This design comes from an exercise in tuning for small area, a short achievable clock period and few clock cycles on the open sky130 flow, not from production work. Only simulation tests tie the RTL to the original design; equivalence was not proved. Power and IR drop assume default switching activity.

== quartz ==
// cmux_rx
module cmux_rx (
    input  wire        clk,
    input  wire        rst,
    input  wire        in_valid,
    input  wire [7:0]  in_data,
    output reg         in_ready,
    output reg         fr_valid,
    input  wire        fr_ready,
    output reg         fr_hdr,
    output wire [7:0]  fr_data,
    output reg  [5:0]  fr_dlci,
    output reg         fr_cr,
    output wire [7:0]  fr_ctrl,
    output reg  [5:0]  fr_len,
    output reg         idle,
    output reg  [31:0] cnt_rxframes,
    output reg  [31:0] cnt_skipped,
    output reg  [31:0] cnt_oversize,
    output reg  [31:0] cnt_bad_close,
    output reg  [31:0] cnt_bad_fcs
);
clock: 12.0 ns
lec_check: 0
cap_margin: 20
core_margin: 2
core_utilization: 50
slew_margin: 20
standard.sh (not shown) runs the stock make flow with config.mk's settings and CLKGATE_MAP_FILE= SYNTH_SCRIPT=/design/flow/synth_recipe.tcl, a recipe that flattens the netlist after the stock synthesis.
==> flow/flow/run.sh <==
#!/bin/bash
set -euo pipefail
bash standard.sh SETUP_SLACK_MARGIN=8.3 finish > flow_standard.log 2>&1
quartz did not stop at any stage, and its layout met the timing, DRC and antenna checks.
Testbench counts of quartz, summed over its fixed seeds: cycles 54,260.
> inputs changed (quartz -> juniper)
--- a/flow/design.v
+++ b/flow/design.v
@@ -52,18 +52,21 @@
     reg [5:0] seen1;      
     reg [5:0] head;       
     reg       behind;     
     reg [7:0] pb;         
     reg       pbv;
     reg [2:0] ps;
+    reg       atpc;       
+    reg       clr;        
     reg [7:0] crc;
     reg       crcok;      
     reg [6:0] rem;
     reg [5:0] ffn;        
     reg       ffv;
     reg       pbf9;       
+    reg       pbm;        
     reg       rwd;        
     reg [5:0] ra;         
     reg       rpar;       
     reg [5:0] q [0:QD-1];
     reg [1:0] qn, qr, qw;
     wire [5:0] q0 = q[qr];
@@ -72,17 +75,17 @@
     reg [7:0] obyte;
     reg ev_rx, ev_skip, ev_ovs, ev_bc, ev_fcs;
     assign fr_data = obyte;
     assign fr_ctrl = obyte;
     wire [7:0] rdata = mem[ra];
     wire acc     = in_valid & in_ready;
-    wire is_f9   = pbf9;
+    wire is_f9   = pbf9 | (pbm & (pb == FLAG));
     wire fresh   = (cur == seen1);
     wire qfull   = (qn == QD);
     wire oidle   = (os == O_P) & (fr_len == 6'd0);
-    wire stall   = pbv & (ps == PC) & qfull & ~oidle;
+    wire stall   = pbv & atpc & qfull;
     wire consume = pbv & ~stall & ~rwd;
     wire [5:0] cur_inc = cur + 6'd1;
     wire ovs3     = pb[0] & (pb[7] | (pb[6] & pb[5] & pb[4] & (pb[3] | (pb[2] & pb[1]))));
     wire ovs4     = (pb != 8'd0) | rem[6] | (rem[5] & rem[4] & rem[3] & (rem[2] | rem[1]));
     wire disc_ovs = consume & (((ps == P3) & ovs3) | ((ps == P4) & ovs4));
     wire disc_bc  = consume & (ps == PC) & ~is_f9;
@@ -121,13 +124,13 @@
     wire       pbv_x = rwd ? 1'b0 : fetch_mem ? 1'b1 : (pbv & stall);
     wire       take_in = fetch_in0 & ~rwd;                         
     wire [5:0] wp_inc = wp + 6'd1;
     wire beh0 = (cur_x != wp);
     wire beh1 = take_in ? 1'b0 : (cur_x != wp_inc);
     wire behind_n = acc ? beh1 : beh0;
-    wire rpar_n   = behind_n & ~stall;
+    wire rpar_n   = beh0 & ~stall;      
     wire rdy0 = ~beh0 & (occ != 6'd63);
     wire rdy1 = ~beh1 & (occ < 6'd62);
     wire quiet = ~pbv & ~behind & ~rwd & oidle & ~qne & ~fr_valid &
                  ~(ev_rx | ev_skip | ev_ovs | ev_bc | ev_fcs);
     always @(posedge clk) begin
         if (in_ready)
@@ -162,33 +165,33 @@
             fr_len        <= 6'd0;
             ev_rx         <= 1'b0;
             ev_skip       <= 1'b0;
             ev_ovs        <= 1'b0;
             ev_bc         <= 1'b0;
             ev_fcs        <= 1'b0;
-            cnt_rxframes  <= 32'd0;
-            cnt_skipped   <= 32'd0;
-            cnt_oversize  <= 32'd0;
-            cnt_bad_close <= 32'd0;
-            cnt_bad_fcs   <= 32'd0;
+            atpc          <= 1'b0;
+            clr           <= 1'b1;
         end else begin
+            clr <= 1'b0;
             if (acc)
                 wp <= wp_inc;
             if (acc && take_in) begin
                 cur <= cur_inc;
                 pbv <= 1'b1;
             end else begin
                 cur <= cur_x;
                 pbv <= pbv_x;
             end
             if (fetch_mem) begin
                 pb   <= rdata;
-                pbf9 <= (rdata == FLAG);
+                pbf9 <= 1'b0;
+                pbm  <= 1'b1;
             end else if (take_in) begin
                 pb   <= in_data;
                 pbf9 <= (in_data == FLAG);
+                pbm  <= 1'b0;
             end
             op       <= op_n;
             behind   <= behind_n;
             rpar     <= rpar_n;
             ra       <= rpar_n ? cur_x : op_n;
             in_ready <= acc ? rdy1 : rdy0;
@@ -227,16 +230,19 @@
                     P4: begin
                         rem <= rem + 7'd1;
                         ps  <= PD;
                     end
                     PD: begin
                         rem <= rem - 7'd1;
-                        if (rem == 7'd1)
-                            ps <= PC;
+                        if (rem == 7'd1) begin
+                            ps   <= PC;
+                            atpc <= 1'b1;
+                        end
                     end
                     PC: begin
+                        atpc <= 1'b0;
                         head <= cur;
                         ps   <= P0;
                     end
                     default: ps <= P0;
                 endcase
                 if (ps >= P2 && ps <= PD) begin
@@ -259,17 +265,12 @@
             end
             ev_rx   <= deliver;
             ev_skip <= skip;
             ev_ovs  <= disc_ovs;
             ev_bc   <= disc_bc;
             ev_fcs  <= disc_fcs;
-            if (ev_rx)   cnt_rxframes  <= cnt_rxframes + 32'd1;
-            if (ev_skip) cnt_skipped   <= cnt_skipped + 32'd1;
-            if (ev_ovs)  cnt_oversize  <= cnt_oversize + 32'd1;
-            if (ev_bc)   cnt_bad_close <= cnt_bad_close + 32'd1;
-            if (ev_fcs)  cnt_bad_fcs   <= cnt_bad_fcs + 32'd1;
             if (deliver) begin
                 q[qw] <= head;
                 qw    <= (qw == QD - 1) ? 2'd0 : qw + 2'd1;
             end
             if (pop)
                 qr <= (qr == QD - 1) ? 2'd0 : qr + 2'd1;
@@ -301,7 +302,22 @@
                 fr_valid <= 1'b1;
                 fr_hdr   <= 1'b0;
                 fr_len   <= fr_len - 6'd1;
             end
         end
     end
+    always @(posedge clk) begin
+        if (clr) begin
+            cnt_rxframes  <= 32'd0;
+            cnt_skipped   <= 32'd0;
+            cnt_oversize  <= 32'd0;
+            cnt_bad_close <= 32'd0;
+            cnt_bad_fcs   <= 32'd0;
+        end else begin
+            if (ev_rx)   cnt_rxframes  <= cnt_rxframes + 32'd1;
+            if (ev_skip) cnt_skipped   <= cnt_skipped + 32'd1;
+            if (ev_ovs)  cnt_oversize  <= cnt_oversize + 32'd1;
+            if (ev_bc)   cnt_bad_close <= cnt_bad_close + 32'd1;
+            if (ev_fcs)  cnt_bad_fcs   <= cnt_bad_fcs + 32'd1;
+        end
+    end
 endmodule
--- outcome ---
- juniper vs. quartz: synthesized-area fraction occupied by adder cells flat; via count comparable; wire length after detailed routing has increased; number of standard cells in the layout, taps in and fillers out -0.33%; die extent in y moved up.
- Final standard cell utilization of the core: juniper < quartz
- Register count in juniper is higher than in quartz.
- Compared to quartz, juniper shows a wider setup margin.
- Against quartz as the reference, juniper delivers a lower synthesized cell count.
- Compare juniper and quartz | overall die width higher: juniper
- Master of the slowest instance on the critical path = sky130_fd_sc_hd__dfxtp_4: quartz; master of the slowest instance on the critical path = sky130_fd_sc_hd__dfxtp_2: juniper
- Delta (juniper minus quartz): sequential power share saw an increase; fmax saw an increase; count of multi-input gates saw a decrease.
Testbench counts of juniper, summed over its fixed seeds: cycles 54,260.

re-timing with driven ports:
No port has a modelled driver above. Below, the same layouts with a new extraction and two added sets of constraints.
Step 1 sets driving cells, clkbuf_16 on the clock port and buf_2 on the other inputs (assumed; they add their load-dependent delay and slew).
Step 2, shift: input delay + t, output delay - t, t = (earliest + latest rising clock arrival at the registers) / 2. This alone moves slack from input paths to output paths.
a / b / c = ideal ports / drivers / drivers and shift; a / b = the first two.
run	t (ns)	setup slack, ns	worst setup path at the end	clock arrival spread, ns	worst slew at a driven data input, ns
quartz	0.693	8.302 / 8.269 / 7.680	input to register	0.043 / 0.042	0.12
juniper	0.697	8.337 / 8.275 / 7.767	input to register	0.023 / 0.023	0.11
After both steps every run listed still meets setup and hold. For quartz, which loses most, drivers alone change the setup slack by -0.033 ns; drivers and shift together by -0.622 ns.
